This design comes from an exercise in tuning for small area and a short achievable clock period on the open sky130 flow, not from production work.
RTL that was checked went through simulation tests only; none was proved equivalent to the original.
Function not checked in run 2: the RTL went through the layout flow alone.
Power and IR drop assume default switching activity.

==> flow/design.v, too long to show whole: its modules and the start of the top module <==
// module fsk_rx: 984 lines
module fsk_rx (
    input  wire        clk,
    input  wire        rst,           
    input  wire        in_valid,
    input  wire [15:0] in_i,
    input  wire [15:0] in_q,
    output reg         db_valid,
    output wire [7:0]  db_level,
    output wire [31:0] db_maxsq,
    output reg         hit_valid,
    output reg         byte_valid,
    output wire [7:0]  byte_data,
    output reg         byte_first,
    output reg         byte_last
);
  // ...
==> flow/run.sh <==
#!/bin/bash
# synth_recipe.tcl (not shown) runs the flow's synth.tcl, then flattens the netlist and writes it again
# the make line also repeats each setting of config.mk as NAME=value (left out here)
make -C /OpenROAD-flow-scripts/flow DESIGN_CONFIG=/design/flow/config.mk WORK_HOME=/design/flow/orfs CLKGATE_MAP_FILE= SYNTH_SCRIPT=/design/flow/synth_recipe.tcl finish
==> flow/config.mk <==
export PLATFORM = sky130hd
export DESIGN_NAME = fsk_rx
export DESIGN_NICKNAME = fsk_rx
export VERILOG_FILES = /design/flow/design.v
export SDC_FILE = /design/flow/constraint.sdc
export NUM_CORES = 4
export LEC_CHECK = 0
export CAP_MARGIN = 20
export CORE_MARGIN = 2
export CORE_UTILIZATION = 40
export SLEW_MARGIN = 20
==> flow/constraint.sdc <==
create_clock -name core_clock -period 12.0 [get_ports {clk}]
set_input_delay 2.4000 -clock core_clock [delete_from_list [all_inputs] [get_ports {clk}]]
set_output_delay 2.4000 -clock core_clock [all_outputs]
set_load 0.01 [all_outputs]
==> results.ini, run 1 <==
[outcome]
outcome=finished clean

[synth]
synthesis.area_mm2=0.0283
yosysMostFrequentCell=inv_1
ys_warn_count=1
synth-simple-area-share_pct=16.6
syn_avg_cell_area_um2=8.95
synthAdderAreaFrac_pct=26.7

[floorplan]
io_pins=88
start_util_pct=40.4
num_rows=97
nWellTaps=940

[clock_network]
clk_pin_slew_worst_paths_ns=0.06
cts.sinks=333
numCtsBuffers=40
clk_path_buf_depth=3

[global_route]
use_met3_pct=3.43
top_usage_layer=met2
track_usage_pct=22.2
grt_pass1_wl_um=129000

[route]
drc=0
num_vias=22700

[worst_setup_path]
cp_common_cell=fa_1

[timing]
fmax_mhz=172
max_slew.worst_pin.slew_ns=1.32
fin_crit_sh_pct=48.4
tns_ns=0

[finish]
buf_share_pct=3.63
drive_above_1_share_pct=5.76
fillers=6892
multiInputCombCellCount=2249
syn_to_final_growth_pct=10.2

[min_path]
hp-start=st[2]
holdPathEnd=st[3]

[placed_design]
dp.cells=4024

==> run 2, diff against run 1 <==
--- a/flow/design.v
+++ b/flow/design.v
@@ -27,17 +27,17 @@
     end
     always @(posedge clk) begin
         if (rst)
             rawcnt <= 11'd0;
         else if (v0)
             rawcnt <= rawcnt + 11'd1;
     end
     wire sym_take = v0 & (rawcnt[1:0] == 2'b11);
-    wire [31:0] mag_s, mag_c;
+    wire [32:0] mag_s, mag_c;
   wire mt_1, mt_2, mt_3, mt_4, mt_5, mt_6, mt_7, mt_8, mt_9, mt_10, mt_11, mt_12, mt_13, mt_14, mt_15, mt_16;
   wire mt_17, mt_18, mt_19, mt_20, mt_21, mt_22, mt_23, mt_24, mt_25, mt_26, mt_27, mt_28, mt_29, mt_30, mt_31, mt_32;
   wire mt_33, mt_34, mt_35, mt_36, mt_37, mt_38, mt_39, mt_40, mt_41, mt_42, mt_43, mt_44, mt_45, mt_46, mt_47, mt_48;
   wire mt_49, mt_50, mt_51, mt_52, mt_53, mt_54, mt_55, mt_56, mt_57, mt_58, mt_59, mt_60, mt_61, mt_62, mt_63, mt_64;
   wire mt_65, mt_66, mt_67, mt_68, mt_69, mt_70, mt_71, mt_72, mt_73, mt_74, mt_75, mt_76, mt_77, mt_78, mt_79, mt_80;
   wire mt_81, mt_82, mt_83, mt_84, mt_85, mt_86, mt_87, mt_88, mt_89, mt_90, mt_91, mt_92, mt_93, mt_94, mt_95, mt_96;
   wire mt_97, mt_98, mt_99, mt_100, mt_101, mt_102, mt_103, mt_104, mt_105, mt_106, mt_107, mt_108, mt_109, mt_110, mt_111, mt_112;
   wire mt_113, mt_114, mt_115, mt_116, mt_117, mt_118, mt_119, mt_120, mt_121, mt_122, mt_123, mt_124, mt_125, mt_126, mt_127, mt_128;
@@ -541,38 +541,40 @@
   assign mt_475 = mt_416 ^ mt_417 ^ mt_361;
   assign mt_476 = (mt_416 & mt_417) | (mt_416 & mt_361) | (mt_417 & mt_361);
   assign mt_477 = mt_418 ^ mt_419 ^ (yb[12] & yb[14]);
   assign mt_478 = (mt_418 & mt_419) | (mt_418 & (yb[12] & yb[14])) | (mt_419 & (yb[12] & yb[14]));
   assign mt_479 = mt_420 ^ mt_421 ^ yb[14];
   assign mt_480 = (mt_420 & mt_421) | (mt_420 & yb[14]) | (mt_421 & yb[14]);
   assign mt_481 = mt_422 ^ mt_366;
   assign mt_482 = mt_422 & mt_366;
-  assign mag_s = {1'b0, mt_482, mt_480, mt_478, mt_476, mt_474, mt_472, mt_470, mt_468, mt_466, mt_464, mt_462, mt_460, mt_458, mt_456, mt_454, mt_452, mt_450, mt_448, mt_446, mt_444, mt_442, mt_440, mt_438, mt_436, mt_434, mt_432, mt_430, mt_428, mt_426, mt_424, mt_423};
-  assign mag_c = {1'b0, 1'b0, mt_481, mt_479, mt_477, mt_475, mt_473, mt_471, mt_469, mt_467, mt_465, mt_463, mt_461, mt_459, mt_457, mt_455, mt_453, mt_451, mt_449, mt_447, mt_445, mt_443, mt_441, mt_439, mt_437, mt_435, mt_433, mt_431, mt_429, mt_427, mt_425, sb};
-    reg  [31:0] m_s, m_c;
+  assign mag_s = {1'b0, 1'b0, mt_482, mt_480, mt_478, mt_476, mt_474, mt_472, mt_470, mt_468, mt_466, mt_464, mt_462, mt_460, mt_458, mt_456, mt_454, mt_452, mt_450, mt_448, mt_446, mt_444, mt_442, mt_440, mt_438, mt_436, mt_434, mt_432, mt_430, mt_428, mt_426, mt_424, mt_423};
+  assign mag_c = {1'b0, 1'b0, 1'b0, mt_481, mt_479, mt_477, mt_475, mt_473, mt_471, mt_469, mt_467, mt_465, mt_463, mt_461, mt_459, mt_457, mt_455, mt_453, mt_451, mt_449, mt_447, mt_445, mt_443, mt_441, mt_439, mt_437, mt_435, mt_433, mt_431, mt_429, mt_427, mt_425, sb};
+    reg  [32:0] m_s, m_c;
     reg         v1, first1, last1;
     always @(posedge clk) begin
         v1     <= v0 & ~rst;
         first1 <= (rawcnt == 11'd0);
         last1  <= (rawcnt == 11'd2047);
         m_s    <= mag_s;
         m_c    <= mag_c;
     end
-    wire [31:0] mag = m_s + m_c;
+    wire [31:0] mag    = m_s[31:0] + m_c[31:0];
+    wire [32:0] diff   = m_s + m_c + {1'b1, ~curmax};
     reg  [31:0] curmax;
     reg  [31:0] xmax;
-    wire        take_new = first1 | (mag > curmax);
-    wire [31:0] newmax   = take_new ? mag : curmax;
+    wire        take_new = first1 | ~diff[32];
     wire        buf_done = v1 & last1;
+    reg         buf_done2;
     always @(posedge clk) begin
-        if (v1)
-            curmax <= newmax;
-        if (buf_done)
-            xmax <= newmax;
+        if (v1 & take_new)
+            curmax <= mag;
+        if (buf_done2)
+            xmax <= curmax;
+        buf_done2 <= buf_done & ~rst;
     end
     assign db_maxsq = xmax;
     function [31:0] db_thr(input [7:0] r);
         begin
             case (r)
             8'd0: db_thr = 32'd0;
             8'd1: db_thr = 32'd1;
             8'd2: db_thr = 32'd1;
@@ -706,279 +708,267 @@
             8'd130: db_thr = 32'd1701766108;
             8'd131: db_thr = 32'd2142396598;
             default: db_thr = {32{r[7]}};    
             endcase
         end
     endfunction
     reg  [7:0] lvl;           
     reg  [7:0] sar_bit;       
+    reg        sar_cmp;       
+    reg  [3:0] b_gt;          
+    reg  [3:1] b_eq;          
     wire [7:0] r_cur   = {~lvl[7], lvl[6:0]};
     wire [7:0] r_trial = r_cur | sar_bit;
-    wire       r_keep  = (xmax >= db_thr(r_trial));
+    wire [31:0] thr    = db_thr(r_trial);
+    wire       r_keep  = sar_cmp & (b_gt[3] | (b_eq[3] & (b_gt[2] | (b_eq[2] & (b_gt[1] | (b_eq[1] & b_gt[0]))))));
     always @(posedge clk) begin
+        b_gt[3] <= (xmax[31:24] >  thr[31:24]);
+        b_gt[2] <= (xmax[23:16] >  thr[23:16]);
+        b_gt[1] <= (xmax[15:8]  >  thr[15:8]);
+        b_gt[0] <= (xmax[7:0]   >= thr[7:0]);
+        b_eq[3] <= (xmax[31:24] == thr[31:24]);
+        b_eq[2] <= (xmax[23:16] == thr[23:16]);
+        b_eq[1] <= (xmax[15:8]  == thr[15:8]);
         if (rst) begin
             sar_bit  <= 8'd0;
+            sar_cmp  <= 1'b0;
             db_valid <= 1'b0;
         end else begin
-            sar_bit  <= buf_done ? 8'h80 : {1'b0, sar_bit[7:1]};
-            db_valid <= sar_bit[0];
+            if (buf_done2)
+                sar_bit <= 8'h80;
+            else if (sar_cmp)
+                sar_bit <= {1'b0, sar_bit[7:1]};
+            sar_cmp  <= ~buf_done2 & ~sar_cmp & (sar_bit != 8'd0);
+            db_valid <= sar_cmp & sar_bit[0];
         end
-        if (buf_done)
+        if (buf_done2)
             lvl <= 8'h80;
         else if (r_keep)
             lvl <= {~r_trial[7], r_trial[6:0]};
     end
     assign db_level = lvl;
     reg  [15:0] pi, pq;         
     reg  [16:0] na, nb;         
     reg         have_prev;
-    reg  [4:0]  st;             
+    reg  [5:0]  st;             
+    reg  [21:0] ps, pc;         
     reg  [21:0] acc;
     reg         acc_nz;         
     always @(posedge clk) begin
         if (sym_take) begin
             pi <= {sa, ya ^ {15{sa}}};
             pq <= {sb, yb ^ {15{sb}}};
             na <= {pi, 1'b0};
             nb <= {pq, 1'b0};
         end else begin
             na <= {4'd0, na[16:4]};
             nb <= {4'd0, nb[16:4]};
         end
     end
     always @(posedge clk) begin
         if (rst) begin
             have_prev <= 1'b0;
-            st        <= 5'd0;
+            st        <= 6'd0;
         end else begin
             if (sym_take)
                 have_prev <= 1'b1;
-            st <= {st[3:0], sym_take & have_prev};
+            st <= {st[4:0], sym_take & have_prev};
         end
     end
     wire da0_one = na[1] ^ na[0];
     wire da0_two = (na[2] & ~na[1] & ~na[0]) | (~na[2] & na[1] & na[0]);
     wire na0     = na[2];
     wire da1_one = na[3] ^ na[2];
     wire da1_two = (na[4] & ~na[3] & ~na[2]) | (~na[4] & na[3] & na[2]);
     wire na1     = na[4];
     wire db0_one = nb[1] ^ nb[0];
     wire db0_two = (nb[2] & ~nb[1] & ~nb[0]) | (~nb[2] & nb[1] & nb[0]);
     wire nb0     = ~nb[2];
     wire db1_one = nb[3] ^ nb[2];
     wire db1_two = (nb[4] & ~nb[3] & ~nb[2]) | (~nb[4] & nb[3] & nb[2]);
     wire nb1     = ~nb[4];
-    wire acc_en  = ~st[0];
+    reg  acc_clr;               
+    wire acc_en  = ~acc_clr;
     wire [21:0] xs_s, xs_c;
   wire xt_1, xt_2, xt_3, xt_4, xt_5, xt_6, xt_7, xt_8, xt_9, xt_10, xt_11, xt_12, xt_13, xt_14, xt_15, xt_16;
   wire xt_17, xt_18, xt_19, xt_20, xt_21, xt_22, xt_23, xt_24, xt_25, xt_26, xt_27, xt_28, xt_29, xt_30, xt_31, xt_32;
   wire xt_33, xt_34, xt_35, xt_36, xt_37, xt_38, xt_39, xt_40, xt_41, xt_42, xt_43, xt_44, xt_45, xt_46, xt_47, xt_48;
   wire xt_49, xt_50, xt_51, xt_52, xt_53, xt_54, xt_55, xt_56, xt_57, xt_58, xt_59, xt_60, xt_61, xt_62, xt_63, xt_64;
   wire xt_65, xt_66, xt_67, xt_68, xt_69, xt_70, xt_71, xt_72, xt_73, xt_74, xt_75, xt_76, xt_77, xt_78, xt_79, xt_80;
   wire xt_81, xt_82, xt_83, xt_84, xt_85, xt_86, xt_87, xt_88, xt_89, xt_90, xt_91, xt_92, xt_93, xt_94, xt_95, xt_96;
-  wire xt_97, xt_98, xt_99, xt_100, xt_101, xt_102, xt_103, xt_104, xt_105, xt_106, xt_107, xt_108, xt_109, xt_110, xt_111, xt_112;
-  wire xt_113, xt_114, xt_115, xt_116, xt_117, xt_118, xt_119, xt_120, xt_121, xt_122, xt_123, xt_124, xt_125, xt_126, xt_127, xt_128;
-  wire xt_129, xt_130, xt_131, xt_132, xt_133, xt_134, xt_135, xt_136, xt_137, xt_138, xt_139, xt_140;
-  assign xt_1 = (((da0_one & pq[2]) | (da0_two & pq[1])) ^ na0) ^ ((da1_one & pq[0]) ^ na1);
-  assign xt_2 = (((da0_one & pq[2]) | (da0_two & pq[1])) ^ na0) & ((da1_one & pq[0]) ^ na1);
-  assign xt_3 = ((da0_one & pq[0]) ^ na0) ^ na0;
-  assign xt_4 = ((da0_one & pq[0]) ^ na0) & na0;
-  assign xt_5 = xt_1 ^ na1 ^ (((db0_one & pi[2]) | (db0_two & pi[1])) ^ nb0);
-  assign xt_6 = (xt_1 & na1) | (xt_1 & (((db0_one & pi[2]) | (db0_two & pi[1])) ^ nb0)) | (na1 & (((db0_one & pi[2]) | (db0_two & pi[1])) ^ nb0));
-  assign xt_7 = xt_2 ^ (((da0_one & pq[3]) | (da0_two & pq[2])) ^ na0) ^ (((da1_one & pq[1]) | (da1_two & pq[0])) ^ na1);
-  assign xt_8 = (xt_2 & (((da0_one & pq[3]) | (da0_two & pq[2])) ^ na0)) | (xt_2 & (((da1_one & pq[1]) | (da1_two & pq[0])) ^ na1)) | ((((da0_one & pq[3]) | (da0_two & pq[2])) ^ na0) & (((da1_one & pq[1]) | (da1_two & pq[0])) ^ na1));
-  assign xt_9 = (((db0_one & pi[3]) | (db0_two & pi[2])) ^ nb0) ^ (((db1_one & pi[1]) | (db1_two & pi[0])) ^ nb1);
-  assign xt_10 = (((db0_one & pi[3]) | (db0_two & pi[2])) ^ nb0) & (((db1_one & pi[1]) | (db1_two & pi[0])) ^ nb1);
-  assign xt_11 = (((da0_one & pq[4]) | (da0_two & pq[3])) ^ na0) ^ (((da1_one & pq[2]) | (da1_two & pq[1])) ^ na1) ^ (((db0_one & pi[4]) | (db0_two & pi[3])) ^ nb0);
-  assign xt_12 = ((((da0_one & pq[4]) | (da0_two & pq[3])) ^ na0) & (((da1_one & pq[2]) | (da1_two & pq[1])) ^ na1)) | ((((da0_one & pq[4]) | (da0_two & pq[3])) ^ na0) & (((db0_one & pi[4]) | (db0_two & pi[3])) ^ nb0)) | ((((da1_one & pq[2]) | (da1_two & pq[1])) ^ na1) & (((db0_one & pi[4]) | (db0_two & pi[3])) ^ nb0));
-  assign xt_13 = (((db1_one & pi[2]) | (db1_two & pi[1])) ^ nb1) ^ (acc[8] & acc_en);
-  assign xt_14 = (((db1_one & pi[2]) | (db1_two & pi[1])) ^ nb1) & (acc[8] & acc_en);
-  assign xt_15 = (((da0_one & pq[5]) | (da0_two & pq[4])) ^ na0) ^ (((da1_one & pq[3]) | (da1_two & pq[2])) ^ na1) ^ (((db0_one & pi[5]) | (db0_two & pi[4])) ^ nb0);
-  assign xt_16 = ((((da0_one & pq[5]) | (da0_two & pq[4])) ^ na0) & (((da1_one & pq[3]) | (da1_two & pq[2])) ^ na1)) | ((((da0_one & pq[5]) | (da0_two & pq[4])) ^ na0) & (((db0_one & pi[5]) | (db0_two & pi[4])) ^ nb0)) | ((((da1_one & pq[3]) | (da1_two & pq[2])) ^ na1) & (((db0_one & pi[5]) | (db0_two & pi[4])) ^ nb0));
-  assign xt_17 = (((db1_one & pi[3]) | (db1_two & pi[2])) ^ nb1) ^ (acc[9] & acc_en);
-  assign xt_18 = (((db1_one & pi[3]) | (db1_two & pi[2])) ^ nb1) & (acc[9] & acc_en);
-  assign xt_19 = (((da0_one & pq[6]) | (da0_two & pq[5])) ^ na0) ^ (((da1_one & pq[4]) | (da1_two & pq[3])) ^ na1) ^ (((db0_one & pi[6]) | (db0_two & pi[5])) ^ nb0);
-  assign xt_20 = ((((da0_one & pq[6]) | (da0_two & pq[5])) ^ na0) & (((da1_one & pq[4]) | (da1_two & pq[3])) ^ na1)) | ((((da0_one & pq[6]) | (da0_two & pq[5])) ^ na0) & (((db0_one & pi[6]) | (db0_two & pi[5])) ^ nb0)) | ((((da1_one & pq[4]) | (da1_two & pq[3])) ^ na1) & (((db0_one & pi[6]) | (db0_two & pi[5])) ^ nb0));
-  assign xt_21 = (((db1_one & pi[4]) | (db1_two & pi[3])) ^ nb1) ^ (acc[10] & acc_en);
-  assign xt_22 = (((db1_one & pi[4]) | (db1_two & pi[3])) ^ nb1) & (acc[10] & acc_en);
-  assign xt_23 = (((da0_one & pq[7]) | (da0_two & pq[6])) ^ na0) ^ (((da1_one & pq[5]) | (da1_two & pq[4])) ^ na1) ^ (((db0_one & pi[7]) | (db0_two & pi[6])) ^ nb0);
-  assign xt_24 = ((((da0_one & pq[7]) | (da0_two & pq[6])) ^ na0) & (((da1_one & pq[5]) | (da1_two & pq[4])) ^ na1)) | ((((da0_one & pq[7]) | (da0_two & pq[6])) ^ na0) & (((db0_one & pi[7]) | (db0_two & pi[6])) ^ nb0)) | ((((da1_one & pq[5]) | (da1_two & pq[4])) ^ na1) & (((db0_one & pi[7]) | (db0_two & pi[6])) ^ nb0));
-  assign xt_25 = (((db1_one & pi[5]) | (db1_two & pi[4])) ^ nb1) ^ (acc[11] & acc_en);
-  assign xt_26 = (((db1_one & pi[5]) | (db1_two & pi[4])) ^ nb1) & (acc[11] & acc_en);
-  assign xt_27 = (((da0_one & pq[8]) | (da0_two & pq[7])) ^ na0) ^ (((da1_one & pq[6]) | (da1_two & pq[5])) ^ na1) ^ (((db0_one & pi[8]) | (db0_two & pi[7])) ^ nb0);
-  assign xt_28 = ((((da0_one & pq[8]) | (da0_two & pq[7])) ^ na0) & (((da1_one & pq[6]) | (da1_two & pq[5])) ^ na1)) | ((((da0_one & pq[8]) | (da0_two & pq[7])) ^ na0) & (((db0_one & pi[8]) | (db0_two & pi[7])) ^ nb0)) | ((((da1_one & pq[6]) | (da1_two & pq[5])) ^ na1) & (((db0_one & pi[8]) | (db0_two & pi[7])) ^ nb0));
-  assign xt_29 = (((db1_one & pi[6]) | (db1_two & pi[5])) ^ nb1) ^ (acc[12] & acc_en);
-  assign xt_30 = (((db1_one & pi[6]) | (db1_two & pi[5])) ^ nb1) & (acc[12] & acc_en);
-  assign xt_31 = (((da0_one & pq[9]) | (da0_two & pq[8])) ^ na0) ^ (((da1_one & pq[7]) | (da1_two & pq[6])) ^ na1) ^ (((db0_one & pi[9]) | (db0_two & pi[8])) ^ nb0);
-  assign xt_32 = ((((da0_one & pq[9]) | (da0_two & pq[8])) ^ na0) & (((da1_one & pq[7]) | (da1_two & pq[6])) ^ na1)) | ((((da0_one & pq[9]) | (da0_two & pq[8])) ^ na0) & (((db0_one & pi[9]) | (db0_two & pi[8])) ^ nb0)) | ((((da1_one & pq[7]) | (da1_two & pq[6])) ^ na1) & (((db0_one & pi[9]) | (db0_two & pi[8])) ^ nb0));
-  assign xt_33 = (((db1_one & pi[7]) | (db1_two & pi[6])) ^ nb1) ^ (acc[13] & acc_en);
-  assign xt_34 = (((db1_one & pi[7]) | (db1_two & pi[6])) ^ nb1) & (acc[13] & acc_en);
-  assign xt_35 = (((da0_one & pq[10]) | (da0_two & pq[9])) ^ na0) ^ (((da1_one & pq[8]) | (da1_two & pq[7])) ^ na1) ^ (((db0_one & pi[10]) | (db0_two & pi[9])) ^ nb0);
-  assign xt_36 = ((((da0_one & pq[10]) | (da0_two & pq[9])) ^ na0) & (((da1_one & pq[8]) | (da1_two & pq[7])) ^ na1)) | ((((da0_one & pq[10]) | (da0_two & pq[9])) ^ na0) & (((db0_one & pi[10]) | (db0_two & pi[9])) ^ nb0)) | ((((da1_one & pq[8]) | (da1_two & pq[7])) ^ na1) & (((db0_one & pi[10]) | (db0_two & pi[9])) ^ nb0));
-  assign xt_37 = (((db1_one & pi[8]) | (db1_two & pi[7])) ^ nb1) ^ (acc[14] & acc_en);
-  assign xt_38 = (((db1_one & pi[8]) | (db1_two & pi[7])) ^ nb1) & (acc[14] & acc_en);
-  assign xt_39 = (((da0_one & pq[11]) | (da0_two & pq[10])) ^ na0) ^ (((da1_one & pq[9]) | (da1_two & pq[8])) ^ na1) ^ (((db0_one & pi[11]) | (db0_two & pi[10])) ^ nb0);
-  assign xt_40 = ((((da0_one & pq[11]) | (da0_two & pq[10])) ^ na0) & (((da1_one & pq[9]) | (da1_two & pq[8])) ^ na1)) | ((((da0_one & pq[11]) | (da0_two & pq[10])) ^ na0) & (((db0_one & pi[11]) | (db0_two & pi[10])) ^ nb0)) | ((((da1_one & pq[9]) | (da1_two & pq[8])) ^ na1) & (((db0_one & pi[11]) | (db0_two & pi[10])) ^ nb0));
-  assign xt_41 = (((db1_one & pi[9]) | (db1_two & pi[8])) ^ nb1) ^ (acc[15] & acc_en);
-  assign xt_42 = (((db1_one & pi[9]) | (db1_two & pi[8])) ^ nb1) & (acc[15] & acc_en);
-  assign xt_43 = (((da0_one & pq[12]) | (da0_two & pq[11])) ^ na0) ^ (((da1_one & pq[10]) | (da1_two & pq[9])) ^ na1) ^ (((db0_one & pi[12]) | (db0_two & pi[11])) ^ nb0);
-  assign xt_44 = ((((da0_one & pq[12]) | (da0_two & pq[11])) ^ na0) & (((da1_one & pq[10]) | (da1_two & pq[9])) ^ na1)) | ((((da0_one & pq[12]) | (da0_two & pq[11])) ^ na0) & (((db0_one & pi[12]) | (db0_two & pi[11])) ^ nb0)) | ((((da1_one & pq[10]) | (da1_two & pq[9])) ^ na1) & (((db0_one & pi[12]) | (db0_two & pi[11])) ^ nb0));
-  assign xt_45 = (((db1_one & pi[10]) | (db1_two & pi[9])) ^ nb1) ^ (acc[16] & acc_en);
-  assign xt_46 = (((db1_one & pi[10]) | (db1_two & pi[9])) ^ nb1) & (acc[16] & acc_en);
-  assign xt_47 = (((da0_one & pq[13]) | (da0_two & pq[12])) ^ na0) ^ (((da1_one & pq[11]) | (da1_two & pq[10])) ^ na1) ^ (((db0_one & pi[13]) | (db0_two & pi[12])) ^ nb0);
-  assign xt_48 = ((((da0_one & pq[13]) | (da0_two & pq[12])) ^ na0) & (((da1_one & pq[11]) | (da1_two & pq[10])) ^ na1)) | ((((da0_one & pq[13]) | (da0_two & pq[12])) ^ na0) & (((db0_one & pi[13]) | (db0_two & pi[12])) ^ nb0)) | ((((da1_one & pq[11]) | (da1_two & pq[10])) ^ na1) & (((db0_one & pi[13]) | (db0_two & pi[12])) ^ nb0));
-  assign xt_49 = (((db1_one & pi[11]) | (db1_two & pi[10])) ^ nb1) ^ (acc[17] & acc_en);
-  assign xt_50 = (((db1_one & pi[11]) | (db1_two & pi[10])) ^ nb1) & (acc[17] & acc_en);
-  assign xt_51 = (((da0_one & pq[14]) | (da0_two & pq[13])) ^ na0) ^ (((da1_one & pq[12]) | (da1_two & pq[11])) ^ na1) ^ (((db0_one & pi[14]) | (db0_two & pi[13])) ^ nb0);
-  assign xt_52 = ((((da0_one & pq[14]) | (da0_two & pq[13])) ^ na0) & (((da1_one & pq[12]) | (da1_two & pq[11])) ^ na1)) | ((((da0_one & pq[14]) | (da0_two & pq[13])) ^ na0) & (((db0_one & pi[14]) | (db0_two & pi[13])) ^ nb0)) | ((((da1_one & pq[12]) | (da1_two & pq[11])) ^ na1) & (((db0_one & pi[14]) | (db0_two & pi[13])) ^ nb0));
-  assign xt_53 = (((db1_one & pi[12]) | (db1_two & pi[11])) ^ nb1) ^ (acc[18] & acc_en);
-  assign xt_54 = (((db1_one & pi[12]) | (db1_two & pi[11])) ^ nb1) & (acc[18] & acc_en);
-  assign xt_55 = (((da0_one & pq[15]) | (da0_two & pq[14])) ^ na0) ^ (((da1_one & pq[13]) | (da1_two & pq[12])) ^ na1) ^ (((db0_one & pi[15]) | (db0_two & pi[14])) ^ nb0);
-  assign xt_56 = ((((da0_one & pq[15]) | (da0_two & pq[14])) ^ na0) & (((da1_one & pq[13]) | (da1_two & pq[12])) ^ na1)) | ((((da0_one & pq[15]) | (da0_two & pq[14])) ^ na0) & (((db0_one & pi[15]) | (db0_two & pi[14])) ^ nb0)) | ((((da1_one & pq[13]) | (da1_two & pq[12])) ^ na1) & (((db0_one & pi[15]) | (db0_two & pi[14])) ^ nb0));
-  assign xt_57 = (((db1_one & pi[13]) | (db1_two & pi[12])) ^ nb1) ^ (acc[19] & acc_en);
-  assign xt_58 = (((db1_one & pi[13]) | (db1_two & pi[12])) ^ nb1) & (acc[19] & acc_en);
-  assign xt_59 = ~(((da0_one & pq[15]) | (da0_two & pq[15])) ^ na0) ^ (((da1_one & pq[14]) | (da1_two & pq[13])) ^ na1) ^ ~(((db0_one & pi[15]) | (db0_two & pi[15])) ^ nb0);
-  assign xt_60 = (~(((da0_one & pq[15]) | (da0_two & pq[15])) ^ na0) & (((da1_one & pq[14]) | (da1_two & pq[13])) ^ na1)) | (~(((da0_one & pq[15]) | (da0_two & pq[15])) ^ na0) & ~(((db0_one & pi[15]) | (db0_two & pi[15])) ^ nb0)) | ((((da1_one & pq[14]) | (da1_two & pq[13])) ^ na1) & ~(((db0_one & pi[15]) | (db0_two & pi[15])) ^ nb0));
-  assign xt_61 = (((db1_one & pi[14]) | (db1_two & pi[13])) ^ nb1) ^ (acc[20] & acc_en);
-  assign xt_62 = (((db1_one & pi[14]) | (db1_two & pi[13])) ^ nb1) & (acc[20] & acc_en);
-  assign xt_63 = (((da1_one & pq[15]) | (da1_two & pq[14])) ^ na1) ^ (((db1_one & pi[15]) | (db1_two & pi[14])) ^ nb1);
-  assign xt_64 = (((da1_one & pq[15]) | (da1_two & pq[14])) ^ na1) & (((db1_one & pi[15]) | (db1_two & pi[14])) ^ nb1);
-  assign xt_65 = xt_3 ^ ((db0_one & pi[0]) ^ nb0);
-  assign xt_66 = xt_3 & ((db0_one & pi[0]) ^ nb0);
-  assign xt_67 = xt_4 ^ (((da0_one & pq[1]) | (da0_two & pq[0])) ^ na0) ^ (((db0_one & pi[1]) | (db0_two & pi[0])) ^ nb0);
-  assign xt_68 = (xt_4 & (((da0_one & pq[1]) | (da0_two & pq[0])) ^ na0)) | (xt_4 & (((db0_one & pi[1]) | (db0_two & pi[0])) ^ nb0)) | ((((da0_one & pq[1]) | (da0_two & pq[0])) ^ na0) & (((db0_one & pi[1]) | (db0_two & pi[0])) ^ nb0));
-  assign xt_69 = xt_5 ^ ((db1_one & pi[0]) ^ nb1) ^ nb1;
-  assign xt_70 = (xt_5 & ((db1_one & pi[0]) ^ nb1)) | (xt_5 & nb1) | (((db1_one & pi[0]) ^ nb1) & nb1);
-  assign xt_71 = xt_6 ^ xt_7 ^ xt_9;
-  assign xt_72 = (xt_6 & xt_7) | (xt_6 & xt_9) | (xt_7 & xt_9);
-  assign xt_73 = xt_8 ^ xt_10 ^ xt_11;
-  assign xt_74 = (xt_8 & xt_10) | (xt_8 & xt_11) | (xt_10 & xt_11);
-  assign xt_75 = xt_12 ^ xt_14 ^ xt_15;
-  assign xt_76 = (xt_12 & xt_14) | (xt_12 & xt_15) | (xt_14 & xt_15);
-  assign xt_77 = xt_16 ^ xt_18 ^ xt_19;
-  assign xt_78 = (xt_16 & xt_18) | (xt_16 & xt_19) | (xt_18 & xt_19);
-  assign xt_79 = xt_20 ^ xt_22 ^ xt_23;
-  assign xt_80 = (xt_20 & xt_22) | (xt_20 & xt_23) | (xt_22 & xt_23);
-  assign xt_81 = xt_24 ^ xt_26 ^ xt_27;
-  assign xt_82 = (xt_24 & xt_26) | (xt_24 & xt_27) | (xt_26 & xt_27);
-  assign xt_83 = xt_28 ^ xt_30 ^ xt_31;
-  assign xt_84 = (xt_28 & xt_30) | (xt_28 & xt_31) | (xt_30 & xt_31);
-  assign xt_85 = xt_32 ^ xt_34 ^ xt_35;
-  assign xt_86 = (xt_32 & xt_34) | (xt_32 & xt_35) | (xt_34 & xt_35);
-  assign xt_87 = xt_36 ^ xt_38 ^ xt_39;
-  assign xt_88 = (xt_36 & xt_38) | (xt_36 & xt_39) | (xt_38 & xt_39);
-  assign xt_89 = xt_40 ^ xt_42 ^ xt_43;
-  assign xt_90 = (xt_40 & xt_42) | (xt_40 & xt_43) | (xt_42 & xt_43);
-  assign xt_91 = xt_44 ^ xt_46 ^ xt_47;
-  assign xt_92 = (xt_44 & xt_46) | (xt_44 & xt_47) | (xt_46 & xt_47);
-  assign xt_93 = xt_48 ^ xt_50 ^ xt_51;
-  assign xt_94 = (xt_48 & xt_50) | (xt_48 & xt_51) | (xt_50 & xt_51);
-  assign xt_95 = xt_52 ^ xt_54 ^ xt_55;
-  assign xt_96 = (xt_52 & xt_54) | (xt_52 & xt_55) | (xt_54 & xt_55);
-  assign xt_97 = xt_56 ^ xt_58 ^ xt_59;
-  assign xt_98 = (xt_56 & xt_58) | (xt_56 & xt_59) | (xt_58 & xt_59);
-  assign xt_99 = xt_60 ^ xt_62 ^ xt_63;
-  assign xt_100 = (xt_60 & xt_62) | (xt_60 & xt_63) | (xt_62 & xt_63);
-  assign xt_101 = xt_64 ^ ~(((da1_one & pq[15]) | (da1_two & pq[15])) ^ na1) ^ ~(((db1_one & pi[15]) | (db1_two & pi[15])) ^ nb1);
-  assign xt_102 = (xt_64 & ~(((da1_one & pq[15]) | (da1_two & pq[15])) ^ na1)) | (xt_64 & ~(((db1_one & pi[15]) | (db1_two & pi[15])) ^ nb1)) | (~(((da1_one & pq[15]) | (da1_two & pq[15])) ^ na1) & ~(((db1_one & pi[15]) | (db1_two & pi[15])) ^ nb1));
-  assign xt_103 = xt_65 ^ nb0;
-  assign xt_104 = xt_65 & nb0;
-  assign xt_105 = xt_66 ^ xt_67 ^ (acc[5] & acc_en);
-  assign xt_106 = (xt_66 & xt_67) | (xt_66 & (acc[5] & acc_en)) | (xt_67 & (acc[5] & acc_en));
-  assign xt_107 = xt_68 ^ xt_69 ^ (acc[6] & acc_en);
-  assign xt_108 = (xt_68 & xt_69) | (xt_68 & (acc[6] & acc_en)) | (xt_69 & (acc[6] & acc_en));
-  assign xt_109 = xt_70 ^ xt_71 ^ (acc[7] & acc_en);
-  assign xt_110 = (xt_70 & xt_71) | (xt_70 & (acc[7] & acc_en)) | (xt_71 & (acc[7] & acc_en));
-  assign xt_111 = xt_72 ^ xt_73 ^ xt_13;
-  assign xt_112 = (xt_72 & xt_73) | (xt_72 & xt_13) | (xt_73 & xt_13);
-  assign xt_113 = xt_74 ^ xt_75 ^ xt_17;
-  assign xt_114 = (xt_74 & xt_75) | (xt_74 & xt_17) | (xt_75 & xt_17);
-  assign xt_115 = xt_76 ^ xt_77 ^ xt_21;
-  assign xt_116 = (xt_76 & xt_77) | (xt_76 & xt_21) | (xt_77 & xt_21);
-  assign xt_117 = xt_78 ^ xt_79 ^ xt_25;
-  assign xt_118 = (xt_78 & xt_79) | (xt_78 & xt_25) | (xt_79 & xt_25);
-  assign xt_119 = xt_80 ^ xt_81 ^ xt_29;
-  assign xt_120 = (xt_80 & xt_81) | (xt_80 & xt_29) | (xt_81 & xt_29);
-  assign xt_121 = xt_82 ^ xt_83 ^ xt_33;
-  assign xt_122 = (xt_82 & xt_83) | (xt_82 & xt_33) | (xt_83 & xt_33);
-  assign xt_123 = xt_84 ^ xt_85 ^ xt_37;
-  assign xt_124 = (xt_84 & xt_85) | (xt_84 & xt_37) | (xt_85 & xt_37);
-  assign xt_125 = xt_86 ^ xt_87 ^ xt_41;
-  assign xt_126 = (xt_86 & xt_87) | (xt_86 & xt_41) | (xt_87 & xt_41);
-  assign xt_127 = xt_88 ^ xt_89 ^ xt_45;
-  assign xt_128 = (xt_88 & xt_89) | (xt_88 & xt_45) | (xt_89 & xt_45);
-  assign xt_129 = xt_90 ^ xt_91 ^ xt_49;
-  assign xt_130 = (xt_90 & xt_91) | (xt_90 & xt_49) | (xt_91 & xt_49);
-  assign xt_131 = xt_92 ^ xt_93 ^ xt_53;
-  assign xt_132 = (xt_92 & xt_93) | (xt_92 & xt_53) | (xt_93 & xt_53);
-  assign xt_133 = xt_94 ^ xt_95 ^ xt_57;
-  assign xt_134 = (xt_94 & xt_95) | (xt_94 & xt_57) | (xt_95 & xt_57);
-  assign xt_135 = xt_96 ^ xt_97 ^ xt_61;
-  assign xt_136 = (xt_96 & xt_97) | (xt_96 & xt_61) | (xt_97 & xt_61);
-  assign xt_137 = xt_98 ^ xt_99 ^ ~(acc[21] & acc_en);
-  assign xt_138 = (xt_98 & xt_99) | (xt_98 & ~(acc[21] & acc_en)) | (xt_99 & ~(acc[21] & acc_en));
-  assign xt_139 = ~(xt_100 ^ xt_101);
-  assign xt_140 = xt_100 | xt_101;
-  assign xs_s = {1'b1, 1'b1, xt_140, xt_138, xt_136, xt_134, xt_132, xt_130, xt_128, xt_126, xt_124, xt_122, xt_120, xt_118, xt_116, xt_114, xt_112, xt_110, xt_108, xt_106, xt_104, xt_103};
-  assign xs_c = {1'b0, 1'b0, xt_102, xt_139, xt_137, xt_135, xt_133, xt_131, xt_129, xt_127, xt_125, xt_123, xt_121, xt_119, xt_117, xt_115, xt_113, xt_111, xt_109, xt_107, xt_105, (acc[4] & acc_en)};
+  wire xt_97, xt_98, xt_99, xt_100, xt_101, xt_102, xt_103, xt_104;
+  assign xt_1 = (((da0_one & pq[2]) | (da0_two & pq[1])) ^ na0) ^ ((da1_one & pq[0]) ^ na1) ^ na1;
+  assign xt_2 = ((((da0_one & pq[2]) | (da0_two & pq[1])) ^ na0) & ((da1_one & pq[0]) ^ na1)) | ((((da0_one & pq[2]) | (da0_two & pq[1])) ^ na0) & na1) | (((da1_one & pq[0]) ^ na1) & na1);
+  assign xt_3 = (((da0_one & pq[3]) | (da0_two & pq[2])) ^ na0) ^ (((da1_one & pq[1]) | (da1_two & pq[0])) ^ na1);
+  assign xt_4 = (((da0_one & pq[3]) | (da0_two & pq[2])) ^ na0) & (((da1_one & pq[1]) | (da1_two & pq[0])) ^ na1);
+  assign xt_5 = (((da0_one & pq[4]) | (da0_two & pq[3])) ^ na0) ^ (((da1_one & pq[2]) | (da1_two & pq[1])) ^ na1);
+  assign xt_6 = (((da0_one & pq[4]) | (da0_two & pq[3])) ^ na0) & (((da1_one & pq[2]) | (da1_two & pq[1])) ^ na1);
+  assign xt_7 = (((da0_one & pq[5]) | (da0_two & pq[4])) ^ na0) ^ (((da1_one & pq[3]) | (da1_two & pq[2])) ^ na1);
+  assign xt_8 = (((da0_one & pq[5]) | (da0_two & pq[4])) ^ na0) & (((da1_one & pq[3]) | (da1_two & pq[2])) ^ na1);
+  assign xt_9 = (((da0_one & pq[6]) | (da0_two & pq[5])) ^ na0) ^ (((da1_one & pq[4]) | (da1_two & pq[3])) ^ na1);
+  assign xt_10 = (((da0_one & pq[6]) | (da0_two & pq[5])) ^ na0) & (((da1_one & pq[4]) | (da1_two & pq[3])) ^ na1);
+  assign xt_11 = (((da0_one & pq[7]) | (da0_two & pq[6])) ^ na0) ^ (((da1_one & pq[5]) | (da1_two & pq[4])) ^ na1);
+  assign xt_12 = (((da0_one & pq[7]) | (da0_two & pq[6])) ^ na0) & (((da1_one & pq[5]) | (da1_two & pq[4])) ^ na1);
+  assign xt_13 = (((da0_one & pq[8]) | (da0_two & pq[7])) ^ na0) ^ (((da1_one & pq[6]) | (da1_two & pq[5])) ^ na1);
+  assign xt_14 = (((da0_one & pq[8]) | (da0_two & pq[7])) ^ na0) & (((da1_one & pq[6]) | (da1_two & pq[5])) ^ na1);
+  assign xt_15 = (((da0_one & pq[9]) | (da0_two & pq[8])) ^ na0) ^ (((da1_one & pq[7]) | (da1_two & pq[6])) ^ na1);
+  assign xt_16 = (((da0_one & pq[9]) | (da0_two & pq[8])) ^ na0) & (((da1_one & pq[7]) | (da1_two & pq[6])) ^ na1);
+  assign xt_17 = (((da0_one & pq[10]) | (da0_two & pq[9])) ^ na0) ^ (((da1_one & pq[8]) | (da1_two & pq[7])) ^ na1);
+  assign xt_18 = (((da0_one & pq[10]) | (da0_two & pq[9])) ^ na0) & (((da1_one & pq[8]) | (da1_two & pq[7])) ^ na1);
+  assign xt_19 = (((da0_one & pq[11]) | (da0_two & pq[10])) ^ na0) ^ (((da1_one & pq[9]) | (da1_two & pq[8])) ^ na1);
+  assign xt_20 = (((da0_one & pq[11]) | (da0_two & pq[10])) ^ na0) & (((da1_one & pq[9]) | (da1_two & pq[8])) ^ na1);
+  assign xt_21 = (((da0_one & pq[12]) | (da0_two & pq[11])) ^ na0) ^ (((da1_one & pq[10]) | (da1_two & pq[9])) ^ na1);
+  assign xt_22 = (((da0_one & pq[12]) | (da0_two & pq[11])) ^ na0) & (((da1_one & pq[10]) | (da1_two & pq[9])) ^ na1);
+  assign xt_23 = (((da0_one & pq[13]) | (da0_two & pq[12])) ^ na0) ^ (((da1_one & pq[11]) | (da1_two & pq[10])) ^ na1);
+  assign xt_24 = (((da0_one & pq[13]) | (da0_two & pq[12])) ^ na0) & (((da1_one & pq[11]) | (da1_two & pq[10])) ^ na1);
+  assign xt_25 = (((da0_one & pq[14]) | (da0_two & pq[13])) ^ na0) ^ (((da1_one & pq[12]) | (da1_two & pq[11])) ^ na1);
+  assign xt_26 = (((da0_one & pq[14]) | (da0_two & pq[13])) ^ na0) & (((da1_one & pq[12]) | (da1_two & pq[11])) ^ na1);
+  assign xt_27 = (((da0_one & pq[15]) | (da0_two & pq[14])) ^ na0) ^ (((da1_one & pq[13]) | (da1_two & pq[12])) ^ na1);
+  assign xt_28 = (((da0_one & pq[15]) | (da0_two & pq[14])) ^ na0) & (((da1_one & pq[13]) | (da1_two & pq[12])) ^ na1);
+  assign xt_29 = ~(((da0_one & pq[15]) | (da0_two & pq[15])) ^ na0) ^ (((da1_one & pq[14]) | (da1_two & pq[13])) ^ na1);
+  assign xt_30 = ~(((da0_one & pq[15]) | (da0_two & pq[15])) ^ na0) & (((da1_one & pq[14]) | (da1_two & pq[13])) ^ na1);
+  assign xt_31 = ((da0_one & pq[0]) ^ na0) ^ na0;
+  assign xt_32 = ((da0_one & pq[0]) ^ na0) & na0;
+  assign xt_33 = xt_1 ^ (((db0_one & pi[2]) | (db0_two & pi[1])) ^ nb0);
+  assign xt_34 = xt_1 & (((db0_one & pi[2]) | (db0_two & pi[1])) ^ nb0);
+  assign xt_35 = xt_2 ^ xt_3 ^ (((db0_one & pi[3]) | (db0_two & pi[2])) ^ nb0);
+  assign xt_36 = (xt_2 & xt_3) | (xt_2 & (((db0_one & pi[3]) | (db0_two & pi[2])) ^ nb0)) | (xt_3 & (((db0_one & pi[3]) | (db0_two & pi[2])) ^ nb0));
+  assign xt_37 = xt_4 ^ xt_5 ^ (((db0_one & pi[4]) | (db0_two & pi[3])) ^ nb0);
+  assign xt_38 = (xt_4 & xt_5) | (xt_4 & (((db0_one & pi[4]) | (db0_two & pi[3])) ^ nb0)) | (xt_5 & (((db0_one & pi[4]) | (db0_two & pi[3])) ^ nb0));
+  assign xt_39 = xt_6 ^ xt_7 ^ (((db0_one & pi[5]) | (db0_two & pi[4])) ^ nb0);
+  assign xt_40 = (xt_6 & xt_7) | (xt_6 & (((db0_one & pi[5]) | (db0_two & pi[4])) ^ nb0)) | (xt_7 & (((db0_one & pi[5]) | (db0_two & pi[4])) ^ nb0));
+  assign xt_41 = xt_8 ^ xt_9 ^ (((db0_one & pi[6]) | (db0_two & pi[5])) ^ nb0);
+  assign xt_42 = (xt_8 & xt_9) | (xt_8 & (((db0_one & pi[6]) | (db0_two & pi[5])) ^ nb0)) | (xt_9 & (((db0_one & pi[6]) | (db0_two & pi[5])) ^ nb0));
+  assign xt_43 = xt_10 ^ xt_11 ^ (((db0_one & pi[7]) | (db0_two & pi[6])) ^ nb0);
+  assign xt_44 = (xt_10 & xt_11) | (xt_10 & (((db0_one & pi[7]) | (db0_two & pi[6])) ^ nb0)) | (xt_11 & (((db0_one & pi[7]) | (db0_two & pi[6])) ^ nb0));
+  assign xt_45 = xt_12 ^ xt_13 ^ (((db0_one & pi[8]) | (db0_two & pi[7])) ^ nb0);
+  assign xt_46 = (xt_12 & xt_13) | (xt_12 & (((db0_one & pi[8]) | (db0_two & pi[7])) ^ nb0)) | (xt_13 & (((db0_one & pi[8]) | (db0_two & pi[7])) ^ nb0));
+  assign xt_47 = xt_14 ^ xt_15 ^ (((db0_one & pi[9]) | (db0_two & pi[8])) ^ nb0);
+  assign xt_48 = (xt_14 & xt_15) | (xt_14 & (((db0_one & pi[9]) | (db0_two & pi[8])) ^ nb0)) | (xt_15 & (((db0_one & pi[9]) | (db0_two & pi[8])) ^ nb0));
+  assign xt_49 = xt_16 ^ xt_17 ^ (((db0_one & pi[10]) | (db0_two & pi[9])) ^ nb0);
+  assign xt_50 = (xt_16 & xt_17) | (xt_16 & (((db0_one & pi[10]) | (db0_two & pi[9])) ^ nb0)) | (xt_17 & (((db0_one & pi[10]) | (db0_two & pi[9])) ^ nb0));
+  assign xt_51 = xt_18 ^ xt_19 ^ (((db0_one & pi[11]) | (db0_two & pi[10])) ^ nb0);
+  assign xt_52 = (xt_18 & xt_19) | (xt_18 & (((db0_one & pi[11]) | (db0_two & pi[10])) ^ nb0)) | (xt_19 & (((db0_one & pi[11]) | (db0_two & pi[10])) ^ nb0));
+  assign xt_53 = xt_20 ^ xt_21 ^ (((db0_one & pi[12]) | (db0_two & pi[11])) ^ nb0);
+  assign xt_54 = (xt_20 & xt_21) | (xt_20 & (((db0_one & pi[12]) | (db0_two & pi[11])) ^ nb0)) | (xt_21 & (((db0_one & pi[12]) | (db0_two & pi[11])) ^ nb0));
+  assign xt_55 = xt_22 ^ xt_23 ^ (((db0_one & pi[13]) | (db0_two & pi[12])) ^ nb0);
+  assign xt_56 = (xt_22 & xt_23) | (xt_22 & (((db0_one & pi[13]) | (db0_two & pi[12])) ^ nb0)) | (xt_23 & (((db0_one & pi[13]) | (db0_two & pi[12])) ^ nb0));
+  assign xt_57 = xt_24 ^ xt_25 ^ (((db0_one & pi[14]) | (db0_two & pi[13])) ^ nb0);
+  assign xt_58 = (xt_24 & xt_25) | (xt_24 & (((db0_one & pi[14]) | (db0_two & pi[13])) ^ nb0)) | (xt_25 & (((db0_one & pi[14]) | (db0_two & pi[13])) ^ nb0));
+  assign xt_59 = xt_26 ^ xt_27 ^ (((db0_one & pi[15]) | (db0_two & pi[14])) ^ nb0);
+  assign xt_60 = (xt_26 & xt_27) | (xt_26 & (((db0_one & pi[15]) | (db0_two & pi[14])) ^ nb0)) | (xt_27 & (((db0_one & pi[15]) | (db0_two & pi[14])) ^ nb0));
+  assign xt_61 = xt_28 ^ xt_29 ^ ~(((db0_one & pi[15]) | (db0_two & pi[15])) ^ nb0);
+  assign xt_62 = (xt_28 & xt_29) | (xt_28 & ~(((db0_one & pi[15]) | (db0_two & pi[15])) ^ nb0)) | (xt_29 & ~(((db0_one & pi[15]) | (db0_two & pi[15])) ^ nb0));
+  assign xt_63 = xt_30 ^ (((da1_one & pq[15]) | (da1_two & pq[14])) ^ na1) ^ (((db1_one & pi[15]) | (db1_two & pi[14])) ^ nb1);
+  assign xt_64 = (xt_30 & (((da1_one & pq[15]) | (da1_two & pq[14])) ^ na1)) | (xt_30 & (((db1_one & pi[15]) | (db1_two & pi[14])) ^ nb1)) | ((((da1_one & pq[15]) | (da1_two & pq[14])) ^ na1) & (((db1_one & pi[15]) | (db1_two & pi[14])) ^ nb1));
+  assign xt_65 = ~(((da1_one & pq[15]) | (da1_two & pq[15])) ^ na1) ^ ~(((db1_one & pi[15]) | (db1_two & pi[15])) ^ nb1);
+  assign xt_66 = ~(((da1_one & pq[15]) | (da1_two & pq[15])) ^ na1) & ~(((db1_one & pi[15]) | (db1_two & pi[15])) ^ nb1);
+  assign xt_67 = xt_31 ^ ((db0_one & pi[0]) ^ nb0);
+  assign xt_68 = xt_31 & ((db0_one & pi[0]) ^ nb0);
+  assign xt_69 = xt_32 ^ (((da0_one & pq[1]) | (da0_two & pq[0])) ^ na0) ^ (((db0_one & pi[1]) | (db0_two & pi[0])) ^ nb0);
+  assign xt_70 = (xt_32 & (((da0_one & pq[1]) | (da0_two & pq[0])) ^ na0)) | (xt_32 & (((db0_one & pi[1]) | (db0_two & pi[0])) ^ nb0)) | ((((da0_one & pq[1]) | (da0_two & pq[0])) ^ na0) & (((db0_one & pi[1]) | (db0_two & pi[0])) ^ nb0));
+  assign xt_71 = xt_33 ^ ((db1_one & pi[0]) ^ nb1) ^ nb1;
+  assign xt_72 = (xt_33 & ((db1_one & pi[0]) ^ nb1)) | (xt_33 & nb1) | (((db1_one & pi[0]) ^ nb1) & nb1);
+  assign xt_73 = xt_34 ^ xt_35 ^ (((db1_one & pi[1]) | (db1_two & pi[0])) ^ nb1);
+  assign xt_74 = (xt_34 & xt_35) | (xt_34 & (((db1_one & pi[1]) | (db1_two & pi[0])) ^ nb1)) | (xt_35 & (((db1_one & pi[1]) | (db1_two & pi[0])) ^ nb1));
+  assign xt_75 = xt_36 ^ xt_37 ^ (((db1_one & pi[2]) | (db1_two & pi[1])) ^ nb1);
+  assign xt_76 = (xt_36 & xt_37) | (xt_36 & (((db1_one & pi[2]) | (db1_two & pi[1])) ^ nb1)) | (xt_37 & (((db1_one & pi[2]) | (db1_two & pi[1])) ^ nb1));
+  assign xt_77 = xt_38 ^ xt_39 ^ (((db1_one & pi[3]) | (db1_two & pi[2])) ^ nb1);
+  assign xt_78 = (xt_38 & xt_39) | (xt_38 & (((db1_one & pi[3]) | (db1_two & pi[2])) ^ nb1)) | (xt_39 & (((db1_one & pi[3]) | (db1_two & pi[2])) ^ nb1));
+  assign xt_79 = xt_40 ^ xt_41 ^ (((db1_one & pi[4]) | (db1_two & pi[3])) ^ nb1);
+  assign xt_80 = (xt_40 & xt_41) | (xt_40 & (((db1_one & pi[4]) | (db1_two & pi[3])) ^ nb1)) | (xt_41 & (((db1_one & pi[4]) | (db1_two & pi[3])) ^ nb1));
+  assign xt_81 = xt_42 ^ xt_43 ^ (((db1_one & pi[5]) | (db1_two & pi[4])) ^ nb1);
+  assign xt_82 = (xt_42 & xt_43) | (xt_42 & (((db1_one & pi[5]) | (db1_two & pi[4])) ^ nb1)) | (xt_43 & (((db1_one & pi[5]) | (db1_two & pi[4])) ^ nb1));
+  assign xt_83 = xt_44 ^ xt_45 ^ (((db1_one & pi[6]) | (db1_two & pi[5])) ^ nb1);
+  assign xt_84 = (xt_44 & xt_45) | (xt_44 & (((db1_one & pi[6]) | (db1_two & pi[5])) ^ nb1)) | (xt_45 & (((db1_one & pi[6]) | (db1_two & pi[5])) ^ nb1));
+  assign xt_85 = xt_46 ^ xt_47 ^ (((db1_one & pi[7]) | (db1_two & pi[6])) ^ nb1);
+  assign xt_86 = (xt_46 & xt_47) | (xt_46 & (((db1_one & pi[7]) | (db1_two & pi[6])) ^ nb1)) | (xt_47 & (((db1_one & pi[7]) | (db1_two & pi[6])) ^ nb1));
+  assign xt_87 = xt_48 ^ xt_49 ^ (((db1_one & pi[8]) | (db1_two & pi[7])) ^ nb1);
+  assign xt_88 = (xt_48 & xt_49) | (xt_48 & (((db1_one & pi[8]) | (db1_two & pi[7])) ^ nb1)) | (xt_49 & (((db1_one & pi[8]) | (db1_two & pi[7])) ^ nb1));
+  assign xt_89 = xt_50 ^ xt_51 ^ (((db1_one & pi[9]) | (db1_two & pi[8])) ^ nb1);
+  assign xt_90 = (xt_50 & xt_51) | (xt_50 & (((db1_one & pi[9]) | (db1_two & pi[8])) ^ nb1)) | (xt_51 & (((db1_one & pi[9]) | (db1_two & pi[8])) ^ nb1));
+  assign xt_91 = xt_52 ^ xt_53 ^ (((db1_one & pi[10]) | (db1_two & pi[9])) ^ nb1);
+  assign xt_92 = (xt_52 & xt_53) | (xt_52 & (((db1_one & pi[10]) | (db1_two & pi[9])) ^ nb1)) | (xt_53 & (((db1_one & pi[10]) | (db1_two & pi[9])) ^ nb1));
+  assign xt_93 = xt_54 ^ xt_55 ^ (((db1_one & pi[11]) | (db1_two & pi[10])) ^ nb1);
+  assign xt_94 = (xt_54 & xt_55) | (xt_54 & (((db1_one & pi[11]) | (db1_two & pi[10])) ^ nb1)) | (xt_55 & (((db1_one & pi[11]) | (db1_two & pi[10])) ^ nb1));
+  assign xt_95 = xt_56 ^ xt_57 ^ (((db1_one & pi[12]) | (db1_two & pi[11])) ^ nb1);
+  assign xt_96 = (xt_56 & xt_57) | (xt_56 & (((db1_one & pi[12]) | (db1_two & pi[11])) ^ nb1)) | (xt_57 & (((db1_one & pi[12]) | (db1_two & pi[11])) ^ nb1));
+  assign xt_97 = xt_58 ^ xt_59 ^ (((db1_one & pi[13]) | (db1_two & pi[12])) ^ nb1);
+  assign xt_98 = (xt_58 & xt_59) | (xt_58 & (((db1_one & pi[13]) | (db1_two & pi[12])) ^ nb1)) | (xt_59 & (((db1_one & pi[13]) | (db1_two & pi[12])) ^ nb1));
+  assign xt_99 = xt_60 ^ xt_61 ^ (((db1_one & pi[14]) | (db1_two & pi[13])) ^ nb1);
+  assign xt_100 = (xt_60 & xt_61) | (xt_60 & (((db1_one & pi[14]) | (db1_two & pi[13])) ^ nb1)) | (xt_61 & (((db1_one & pi[14]) | (db1_two & pi[13])) ^ nb1));
+  assign xt_101 = ~(xt_62 ^ xt_63);
+  assign xt_102 = xt_62 | xt_63;
+  assign xt_103 = ~(xt_64 ^ xt_65);
+  assign xt_104 = xt_64 | xt_65;
+  assign xs_s = {1'b1, 1'b1, xt_104, xt_102, xt_100, xt_98, xt_96, xt_94, xt_92, xt_90, xt_88, xt_86, xt_84, xt_82, xt_80, xt_78, xt_76, xt_74, xt_72, xt_70, xt_68, xt_67};
+  assign xs_c = {1'b0, 1'b0, xt_66, xt_103, xt_101, xt_99, xt_97, xt_95, xt_93, xt_91, xt_89, xt_87, xt_85, xt_83, xt_81, xt_79, xt_77, xt_75, xt_73, xt_71, xt_69, nb0};
     always @(posedge clk) begin
-        acc    <= xs_s + xs_c;
-        acc_nz <= (acc[3:0] != 4'd0) | (acc_nz & ~st[1]);
+        acc_clr <= st[0];
+        ps     <= xs_s;
+        pc     <= xs_c;
+        acc    <= ({{4{acc[21]}}, acc[21:4]} & {22{acc_en}}) + ps + pc;
+        acc_nz <= (acc[3:0] != 4'd0) | (acc_nz & ~st[2]);
     end
-    wire bit_valid = st[4];
+    wire bit_valid = st[5];
     wire bit_val   = ~acc[21] & ((acc != 22'd0) | acc_nz);
-    reg [31:0] win;
+    function [5:0] sync_next(input [4:0] q, input b);
+        begin
+            sync_next = (q[4] ? (q[3] ? (q[2] ? (q[1] ? (q[0] ? (b ? 6'd32 : 6'd1) : (b ? 6'd2 : 6'd31)) : (q[0] ? (b ? 6'd2 : 6'd30) : (b ? 6'd0 : 6'd29))) : (q[1] ? (q[0] ? (b ? 6'd28 : 6'd4) : (b ? 6'd27 : 6'd1)) : (q[0] ? (b ? 6'd26 : 6'd1) : (b ? 6'd3 : 6'd25)))) : (q[2] ? (q[1] ? (q[0] ? (b ? 6'd24 : 6'd1) : (b ? 6'd2 : 6'd23)) : (q[0] ? (b ? 6'd2 : 6'd22) : (b ? 6'd3 : 6'd21))) : (q[1] ? (q[0] ? (b ? 6'd20 : 6'd1) : (b ? 6'd5 : 6'd19)) : (q[0] ? (b ? 6'd0 : 6'd18) : (b ? 6'd17 : 6'd1))))) : (q[3] ? (q[2] ? (q[1] ? (q[0] ? (b ? 6'd16 : 6'd1) : (b ? 6'd0 : 6'd15)) : (q[0] ? (b ? 6'd14 : 6'd1) : (b ? 6'd13 : 6'd1))) : (q[1] ? (q[0] ? (b ? 6'd12 : 6'd4) : (b ? 6'd11 : 6'd6)) : (q[0] ? (b ? 6'd10 : 6'd1) : (b ? 6'd0 : 6'd9)))) : (q[2] ? (q[1] ? (q[0] ? (b ? 6'd8 : 6'd1) : (b ? 6'd7 : 6'd1)) : (q[0] ? (b ? 6'd3 : 6'd6) : (b ? 6'd5 : 6'd1))) : (q[1] ? (q[0] ? (b ? 6'd0 : 6'd4) : (b ? 6'd3 : 6'd1)) : (q[0] ? (b ? 6'd2 : 6'd1) : (b ? 6'd0 : 6'd1))))));
+        end
+    endfunction
+    reg [7:0]  shreg;
     reg [11:0] cnt;
     reg        in_hdr, in_pay;
-    wire [31:0] win_next = {bit_val, win[31:1]};
-    wire        sync_hit = (cnt[4:0] == 5'd0) && (win_next == SYNC_WORD);
-    wire        byte_end = (cnt[2:0] == 3'd0);
-    wire        cnt_zero = (cnt == 12'd0);
-    assign byte_data = win[31:24];
+    wire [7:0] byte_now = {bit_val, shreg[7:1]};
+    wire [5:0] q_next   = sync_next(cnt[4:0], bit_val);
+    wire       byte_end = (cnt[2:0] == 3'd0);
+    wire       cnt_zero = (cnt == 12'd0);
+    assign byte_data = shreg;
     always @(posedge clk) begin
         if (bit_valid)
-            win <= win_next;
+            shreg <= byte_now;
     end
     always @(posedge clk) begin
         if (rst) begin
             in_hdr     <= 1'b0;
             in_pay     <= 1'b0;
-            cnt        <= 12'd31;
+            cnt        <= 12'd0;
             hit_valid  <= 1'b0;
             byte_valid <= 1'b0;
             byte_first <= 1'b0;
             byte_last  <= 1'b0;
         end else begin
             hit_valid  <= 1'b0;
             byte_valid <= 1'b0;
             if (bit_valid) begin
                 if (in_hdr) begin
                     byte_valid <= byte_end;
                     byte_first <= (cnt[3:0] == 4'd8);
                     byte_last  <= 1'b0;
                     if (cnt_zero) begin
-                        cnt    <= {win_next[31:24] + 9'd2, 3'b111};
+                        cnt    <= {byte_now + 9'd2, 3'b111};
                         in_hdr <= 1'b0;
                         in_pay <= 1'b1;
                     end else
                         cnt <= cnt - 12'd1;
                 end else if (in_pay) begin
                     byte_valid <= byte_end;
                     byte_first <= 1'b0;
                     byte_last  <= cnt_zero;
                     if (cnt_zero) begin
-                        cnt    <= 12'd31;
+                        cnt    <= 12'd0;
                         in_pay <= 1'b0;
                     end else
                         cnt <= cnt - 12'd1;
                 end else begin
-                    if (sync_hit) begin
+                    if (q_next[5]) begin
                         hit_valid <= 1'b1;
                         in_hdr    <= 1'b1;
                         cnt       <= 12'd15;
-                    end else if (cnt[4:0] != 5'd0)
-                        cnt <= cnt - 12'd1;
+                    end else
+                        cnt       <= {7'd0, q_next[4:0]};
                 end
             end
         end
     end
 endmodule
==> flow/flow/run.sh (new file) <==
#!/bin/bash
set -euo pipefail
bash standard.sh "BUFFER_PORTS_ARGS=-buffer_cell sky130_fd_sc_hd__buf_2" SETUP_SLACK_MARGIN=8.5 finish > standard.log 2>&1
==> flow/standard.sh (new file) <==
#!/bin/bash
# synth_recipe.tcl (not shown) runs the flow's synth.tcl, then flattens the netlist and writes it again
# the make line also repeats each setting of config.mk as NAME=value (left out here)
make -C /OpenROAD-flow-scripts/flow DESIGN_CONFIG=/design/flow/config.mk WORK_HOME=/design/flow/orfs CLKGATE_MAP_FILE= SYNTH_SCRIPT=/design/flow/synth_recipe.tcl "${@:-finish}"
removed: flow/run.sh
==> run 2 against run 1 <==
  * Clock skew up 0.012 ns
  * Die area up 4.0%
  * Largest power group unchanged
  * Sequential share of layout area down 1.3 points
  * Critical endpoint is now b_gt[0]
  * Still clean
  * Cell count up 6.3%
==> results.ini, run 2 <==
[outcome]
outcome=finished clean  ; unchanged

[timing]
clock_skew_ns=0.0286  ; was 0.0168 ns
hold_viol=0  ; unchanged
fmax_mhz=263  ; was 172 MHz
grt_setup_unrepaired=yes  ; was no
maxSlewViolCount=0  ; unchanged
fin_crit_sh_pct=31.7  ; was 48.4%
tns_ns=0  ; unchanged
setup_violations=0  ; unchanged
maxSlewHeadroom_pct=34.8  ; was 10.0%
post-route-min-period_ns=3.81  ; was 5.81 ns
max_slew.worst_pin.slew_ns=0.979  ; was 1.32 ns
holdWs_ns=0.343  ; was 0.426 ns

[synth]
syn_avg_cell_area_um2=9.11  ; was 8.95 um^2
synthCells=3230  ; was 3161
synth_edf_count=104  ; was 127
async_reset_ff_share_pct=0  ; unchanged
yosysUniqueCellTypes=81  ; was 85
ys_warn_count=1  ; unchanged
yosysMostFrequentCell=inv_1  ; unchanged
ys.flop_type=dfxtp_1  ; unchanged
yosys-top-cells-count=350 x inv_1, 275 x fa_1, 257 x dfxtp_1  ; was 377 x inv_1, 278 x nand2_1, 245 x fa_1
yosysSeqAreaShare_pct=28.1  ; was 28.0%
synthesis.area_mm2=0.0294  ; was 0.0283 mm^2
synth_top_area_cell=fa_1  ; unchanged
ys_ff_latch=361  ; was 333
synth_nets=3750  ; was 3644
yosysTopAreaCellShare_pct=18.7  ; was 17.3%
synth.area.top_cells=fa_1 19%, dfxtp_1 17%, edfxtp_1 11%  ; was fa_1 17%, dfxtp_1 15%, edfxtp_1 13%

[floorplan]
io_pins=88  ; unchanged
dieArea_mm2=0.0758  ; was 0.0729 mm^2
die_w_um=275  ; was 270 um
num_rows=99  ; was 97
core_area_mm2=0.0730  ; was 0.0700 mm^2
die_h_um=275  ; was 270 um
start_util_pct=40.3  ; was 40.4%

[clock_network]
numCtsBuffers=43  ; was 40
holdBufCountCts=0  ; unchanged
clk_path_buf_depth=3  ; unchanged
cts.sinks=361  ; was 333
root_buffer=clkbuf_16  ; unchanged
clk_latency_ns=0.58  ; was 0.57 ns
clk_pin_slew_worst_paths_ns=0.06  ; about the same
tritoncts=yes  ; unchanged
htree_num_levels=2  ; unchanged

[global_route]
grt_pass1_vias=23400  ; was 22100
track_usage_pct=22.8  ; was 22.2%
grt_max_degree=97  ; was 69
gr-total-overflow=0  ; unchanged
grt_pass1_wl_um=136000  ; was 129000 um
antenna_found_initial=1  ; was 0

[route]
drt-wirelength-per-cell_um=19.9  ; about the same
via_per_inst=5.57  ; was 5.54
first_pass_iters=9  ; was 5
finalWirelength_um=86800  ; was 81700 um
num_vias=24300  ; was 22700
drtIter0Drc=2472  ; was 2184
drc=0  ; unchanged
drtAntennaViolNets=0  ; unchanged

[worst_setup_path]
setup.worst_path.end_class=flip-flop  ; unchanged
rrSetupSlack_ns=8.19  ; was 6.19 ns
arrival_ns=4.29  ; was 6.26 ns
r2r_start=lvl[7]  ; was na[3]
r2r_end=b_gt[0]  ; was acc[18]
crit_start=lvl[7]  ; was na[3]
reg2regPathDepth=19  ; was 18
cp_max_fo=10  ; was 31
crit_path_end=b_gt[0]  ; was acc[18]
cp.required_ns=12.48  ; was 12.45 ns
crit_type=flip-flop to flip-flop  ; unchanged
critPathLaunchType=flip-flop  ; unchanged

[flow_run]
drv_cap=0  ; unchanged

[placed_design]
gp_congestion=0.967  ; was 0.995
io_buffers=87  ; unchanged
placed_cell_area_mm2=0.0308  ; was 0.0299 mm^2
place_hpwl_um=60700  ; was 59700 um

[finish]
multi_input_comb_area_mm2=0.0197  ; was 0.0182 mm^2
largestRegisters=curmax x32, xmax x32, m_s x31  ; was curmax x32, xmax x32
fillers=6870  ; was 6892
diodes=0  ; was 2
layout_common_cells=319 x inv_1, 225 x nand2_1, 218 x fa_1  ; was 377 x inv_1, 278 x nand2_1, 245 x fa_1
drive_above_1_share_pct=19.0  ; was 5.76%
layout_commonest_cell=inv_1  ; unchanged
final_cell_area_mm2=0.0348  ; was 0.0312 mm^2
seq_area_mm2=0.00842  ; was 0.00794 mm^2
syn_to_final_growth_pct=18.2  ; was 10.2%
nets=3886  ; was 3609

[min_path]
hold_class=flip-flop to flip-flop  ; unchanged

[power_and_ir_drop]
p_per_area_mw_per_mm2=186  ; was 212 mW/mm^2
max-vdd-ir-drop_uv=119  ; was 168 uV
leakagePower_nw=15.0  ; was 13.2 nW

run 2: cell count changes in the layout (fill, tap and decap cells not counted), sizes merged, moves of 30 or more:
cell / previous run / this run
fa: 245 / 275
buf: 35 / 288
inv: 385 / 355
clkdlybuf4s50: 87 / 0
dfxtp: 206 / 257
o22ai: 50 / 90
run 2: cell type report:
type | instances | area share, %
inverters | 355 | 3.88
well taps | 959 | 3.45
repair buffers | 300 | 7.64
multi-input cells | 2305 | 56.5
flip-flops and latches | 361 | 24.2
clock buffers | 61 | 3.64
clock inverters | 19 | 0.701
run 2: worst max-delay path, cell delays in order, from the launching register on:
cell and delay, ns:
dfxtp_2 0.34, or2b_4 0.31, inv_6 0.13, nand4_1 0.21
buf_4 0.20, a21oi_2 0.21, nor4_2 0.08, and4b_4 0.23
clkinv_8 0.08, o211ai_4 0.08, or4_4 0.45, ha_4 0.24
nand2b_1 0.13, a21o_1 0.15, a21o_1 0.15, a21o_1 0.15
a21o_1 0.15, a21o_1 0.15, a21o_1 0.14, a21o_1 0.14
run 2: logic make-up (layout without fill, tap and decap cells):
kind of cell,Yosys count,count (layout),share of synthesized area (%)
and+or+nand+nor,903,903,15.0
AOI/OAI and AO/OA,726,726,15.9
buffers and inverters,564,735,7.31
adders and majority gates,515,515,28.6
DFF,361,361,28.1
xor gates and xnor gates,122,122,3.63
muxes,39,39,1.44
run 2: routing by layer:
metal | part of all wire, % | global-route usage [%] | wire (um)
met5 | 0 | 0 | 0
met2 | 44 | 35.5 | 38300
met3 | 7.4 | 4.05 | 6430
met4 | 3.8 | 8.12 | 3320
met1 | 45 | 31.9 | 38800
run 2: worst min path at each step:
| stage | startpoint | to | slack (ns) | depth (start not counted) |
|---|---|---|---|---|
| after floorplan | st[0] | acc_clr | 0.32 | 0 |
| after global routing | st[0] | acc_clr | 0.36 | 0 |
| after detailed placement | st[0] | acc_clr | 0.35 | 0 |
| after CTS | st[0] | acc_clr | 0.35 | 0 |
| after global placement | st[0] | acc_clr | 0.36 | 0 |
| final | st[0] | acc_clr | 0.34 | 0 |
run 2: power by group:
group          internal (mW)  total [mW]  switching, mW
combinational           1.53        3.38           1.86
sequential              1.56        1.74          0.180
clock                  0.829        1.35          0.524
run 2: through the flow:
step	setup WS (ns)	utilization, %	std cells	total power, mW
2_1_floorplan	8.20	-	3230	4.13
5_1_grt	8.08	47.7	4360	7.14
3_3_place_gp	7.05	42.2	4103	4.92
4_1_cts	8.27	46.9	4324	6.46
6_report	8.19	47.7	4360	6.47
3_5_place_dp	7.09	42.2	4103	4.95
run 2: what timing repair did:
item,CTS,global route
resized for setup,196,95
pin swaps,53,27
gates cloned,10,3
setup buffers,131,33
endpoints found under the setup margin,120,106

re-timing with driven ports:
No port has a modelled driver above. Below, the same layouts with a new extraction and two added sets of constraints. Step 1, drivers: a clkbuf_16 drives clk and a buf_2 each remaining input, both assumed. Step 2 moves the port delays by t, midway between the first and last clock arrival at a register: inputs arrive t later, outputs are due t later. That takes back most of the time a late clock gives input paths. a / b / c = ideal / step 1 / step 2; a / b = the first two.
run | t, ns | setup slack, ns | hold WS [ns] | worst setup path after step 2 | slew at the worst register clock pin (ns)
run 1 | 0.621 | 6.187 / 6.187 / 6.187 | 0.426 / 0.426 / 0.426 | register to register | 0.07 / 0.07
run 2 | 0.629 | 8.193 / 8.193 / 8.034 | 0.343 / 0.343 / 0.343 | input to register | 0.06 / 0.06
After both steps setup and hold are still met in every run listed. For run 2, which loses most, drivers alone change the setup slack by 0.000 ns; drivers and shift together by -0.159 ns.
